From an optimization exercise on the open Yosys and OpenROAD flow, aimed at small area; shortcuts taken in it are not production practice.
Only simulation tests tie the RTL to the original design; equivalence was not proved.
Power figures rest on the tool's default switching activity, not on a simulated workload.

==> flow/design.v (excerpt) <==
module xmodem_tx (
    input  wire        clk,
    input  wire        rst,
    input  wire        rx_valid,
    input  wire [7:0]  rx_data,
    output wire        tx_valid,
    output wire [7:0]  tx_data,
    input  wire        tx_pop,
    input  wire        tick,
    input  wire        cmd_valid,
    input  wire [7:0]  cmd_op,
    input  wire [15:0] cmd_arg,
    output reg         rsp_valid,
    output reg  [1:0]  rsp_status,
    output reg  [63:0] rsp_data,
    output wire [9:0]  buf_raddr,
    input  wire [7:0]  buf_rdata,
    output wire        irq
);
Size in the first run: about 1,400 cells after synthesis, about 130 I/O pins, roughly 15,000 um^2 of cells after synthesis.
export LEC_CHECK = 0
export CAP_MARGIN = 20
export CORE_MARGIN = 5
export CORE_UTILIZATION = 40
export SLEW_MARGIN = 20
create_clock -name core_clock -period 8.0 [get_ports {clk}]
standard.sh (not shown) runs the stock make flow with config.mk's settings and CLKGATE_MAP_FILE= SYNTH_SCRIPT=/design/flow/synth_recipe.tcl, a recipe that flattens the netlist after the stock synthesis.
==> flow/flow/run.sh <==
#!/bin/bash
# The standard ORFS layout with three changes:
#  - after the standard synthesis (unchanged), its combinational logic
#    is mapped again by ABC for area (flow/resyn.ys, six passes with
#    flow/area.abc and flow/area2.abc, the smallest kept); the registers are left
#    untouched, and the result is proven equal to the standard netlist
#    (flow/equiv.ys) before it replaces it;
#  - the smallest buffer on the ports;
#  - small clock-tree buffers and no CTS dummy loads.
# Each tool writes its full output to a log file here (and ORFS's own logs
# under orfs/logs).
set -euo pipefail
here=$PWD
lib=$FLOW_HOME/platforms/$FLOW_PLATFORM/lib/sky130_fd_sc_hd__tt_025C_1v80.lib
res=$here/orfs/results/$FLOW_PLATFORM/xmodem_tx/base
export BUFFER_PORTS_ARGS="-buffer_cell sky130_fd_sc_hd__buf_1"
export CTS_ARGS="-sink_clustering_enable -repair_clock_nets -sink_clustering_size 10 -sink_clustering_max_diameter 40 -buf_list sky130_fd_sc_hd__clkbuf_4 -dont_use_dummy_load"

bash standard.sh synth > make_synth.log 2>&1
cp "$res/1_2_yosys.v" ref_netlist.v

# six passes, alternating two ABC scripts; the smallest netlist is kept
in=ref_netlist.v
best=
best_area=
pass=0
for abc in area.abc area2.abc area.abc area2.abc area.abc area2.abc; do
  pass=$((pass + 1))
  sed -e "s|@IN@|$here/$in|; s|@OUT@|$here/resyn_$pass.v|g; s|@LIB@|$lib|g; s|@ABC@|$here/flow/$abc|; s|@TAG@|$pass|" \
    flow/resyn.ys > resyn_$pass.ys
  yosys -s resyn_$pass.ys > yosys_resyn_$pass.log 2>&1
  in=resyn_$pass.v
  area=$(awk '/Chip area/ {print $NF}' resyn_$pass.v.stat)
  if [[ -z "$best" ]] || awk -v a="$area" -v b="$best_area" 'BEGIN { exit !(a < b) }'; then
    best=resyn_$pass.v
    best_area=$area
  fi
done
echo "kept $best ($best_area um2)" > resyn_kept.txt
in=$best
sed -e "s|@REF@|$here/ref_netlist.v|; s|@NEW@|$here/$in|; s|@LIB@|$lib|" flow/equiv.ys > equiv_run.ys
if yosys -s equiv_run.ys > yosys_equiv.log 2>&1; then
  cp "$in" "$res/1_2_yosys.v"
  rm -f "$res/1_synth.odb" "$res/1_synth.sdc"
else
  echo "re-mapped netlist not proven equal; keeping the standard one" > resyn_skipped.txt
fi

bash standard.sh finish > make_finish.log 2>&1
Other scripts of this flow, unchanged in this note and not shown: flow/flow/area.abc, flow/flow/area2.abc, flow/flow/equiv.ys, flow/flow/resyn.ys
Rerun with:
--- a/flow/design.v
+++ b/flow/design.v
@@ -51,41 +51,44 @@
     input  wire [CW-1:0] push_c,
     input  wire          consume,      
     input  wire          clr_ovf,      
     output wire          nonempty,
     output reg  [CW-1:0] head,
     output reg           overflow
 );
     reg [CW*CAP-1:0] slots;
     reg [AW-1:0]     rd_off;
     reg [AW-1:0]     wr_off;
-    wire [AW-1:0] wr_next = wr_off + 1'b1;
-    wire [AW-1:0] rd_next = rd_off + 1'b1;
-    wire          full    = (wr_next == rd_off);
+    reg              full;
+    wire [AW-1:0] wr_next = (wr_off == CAP - 1) ? {AW{1'b0}} : wr_off + 1'b1;
+    wire [AW-1:0] rd_next = (rd_off == CAP - 1) ? {AW{1'b0}} : rd_off + 1'b1;
     wire          put     = push && !full;
-    assign nonempty = (rd_off != wr_off);
+    assign nonempty = (rd_off != wr_off) || full;
     integer i;
     always @(*) head = slots[CW*rd_off +: CW];
     always @(posedge clk) begin
         for (i = 0; i < CAP; i = i + 1)
             if (put && wr_off == i) slots[CW*i +: CW] <= push_c;
     end
     always @(posedge clk) begin
         if (rst) begin
             rd_off   <= 0;
             wr_off   <= 0;
+            full     <= 1'b0;
             overflow <= 1'b0;
         end else begin
             if (clr_ovf) overflow <= 1'b0;
             if (push && full) overflow <= 1'b1;
             if (put) wr_off <= wr_next;
             if (consume) rd_off <= rd_next;
+            if (consume) full <= 1'b0;
+            else if (put && wr_next == rd_off) full <= 1'b1;
         end
     end
 endmodule
 module xmodem_tx (
     input  wire        clk,
     input  wire        rst,
     input  wire        rx_valid,
     input  wire [7:0]  rx_data,
     output wire        tx_valid,
     output wire [7:0]  tx_data,
@@ -345,21 +348,21 @@
         if (rsp_reg[0]) rsp_data = rsp_data | {32'd0, 6'd0, cap_txe, tidx, 4'd0, retry, seq,
                                                timer_nz, cap_ovf, short_f, mode, state};
         if (rsp_reg[1]) rsp_data = rsp_data | {32'd0, 5'd0, data_len, 5'd0, sent};
         if (rsp_reg[2]) rsp_data = rsp_data | {32'd0, total};
         if (rsp_reg[3]) rsp_data = rsp_data | {56'd0, timer};
         if (ev_done)    rsp_data = rsp_data | {evo[31:0], 24'd0, 8'h32};
         else if (ev_any)
                         rsp_data = rsp_data | {31'd0, evo[0], 5'd0, evo[22:12], evo[11:4],
                                                5'b00110, evo[3:1]};
     end
-    xt_rxring #(.CAP(16), .AW(4), .CW(3)) u_ring (
+    xt_rxring #(.CAP(15), .AW(4), .CW(3)) u_ring (
         .clk      (clk),
         .rst      (rst),
         .push     (rx_valid),
         .push_c   (rx_cls),
         .consume  (consume),
         .clr_ovf  (c_clr),
         .nonempty (ring_nonempty),
         .head     (ring_head),
         .overflow (rx_overflow)
     );
Result: Global-route usage is about the same; non-clock buffer count goes up by 1; area after synthesis goes up by 0.34%; via count is about the same; clock skew goes down by 0.065 ns; sequential power goes up by about 2%; register-to-register slack loses 0.08 ns; core utilization goes up by 0.10 points; design area barely changes; worst hold slack gains 0.028 ns; total power goes up by 3.4%; combinational power goes up by 53%.

what the ideal ports hide:
The results above use ideal ports. As a check the final layouts listed here were re-extracted and re-timed, cells and wires unchanged. Step 1: set_driving_cell puts a clkbuf_16 on clk and a buf_2 on each other input, an assumption about the parent block. Step 2, shift: input delay + t, output delay - t, t = (earliest + latest rising clock arrival at the registers) / 2. This alone moves slack from input paths to output paths. a / b / c = ideal ports / drivers / drivers and shift; a / b = the first two.
| run | t (ns) | setup WS [ns] | slew at the worst register clock pin (ns) |
|---|---|---|---|
| the first run | 0.746 | 1.389 / 1.389 / 1.249 | 0.11 / 0.11 |
| the second run | 0.708 | 1.308 / 1.308 / 1.308 | 0.11 / 0.11 |
After both steps setup and hold are still met in every run listed. The setup slack of the first run, which loses most, moves by 0.000 ns with the drivers and by -0.140 ns with both steps.
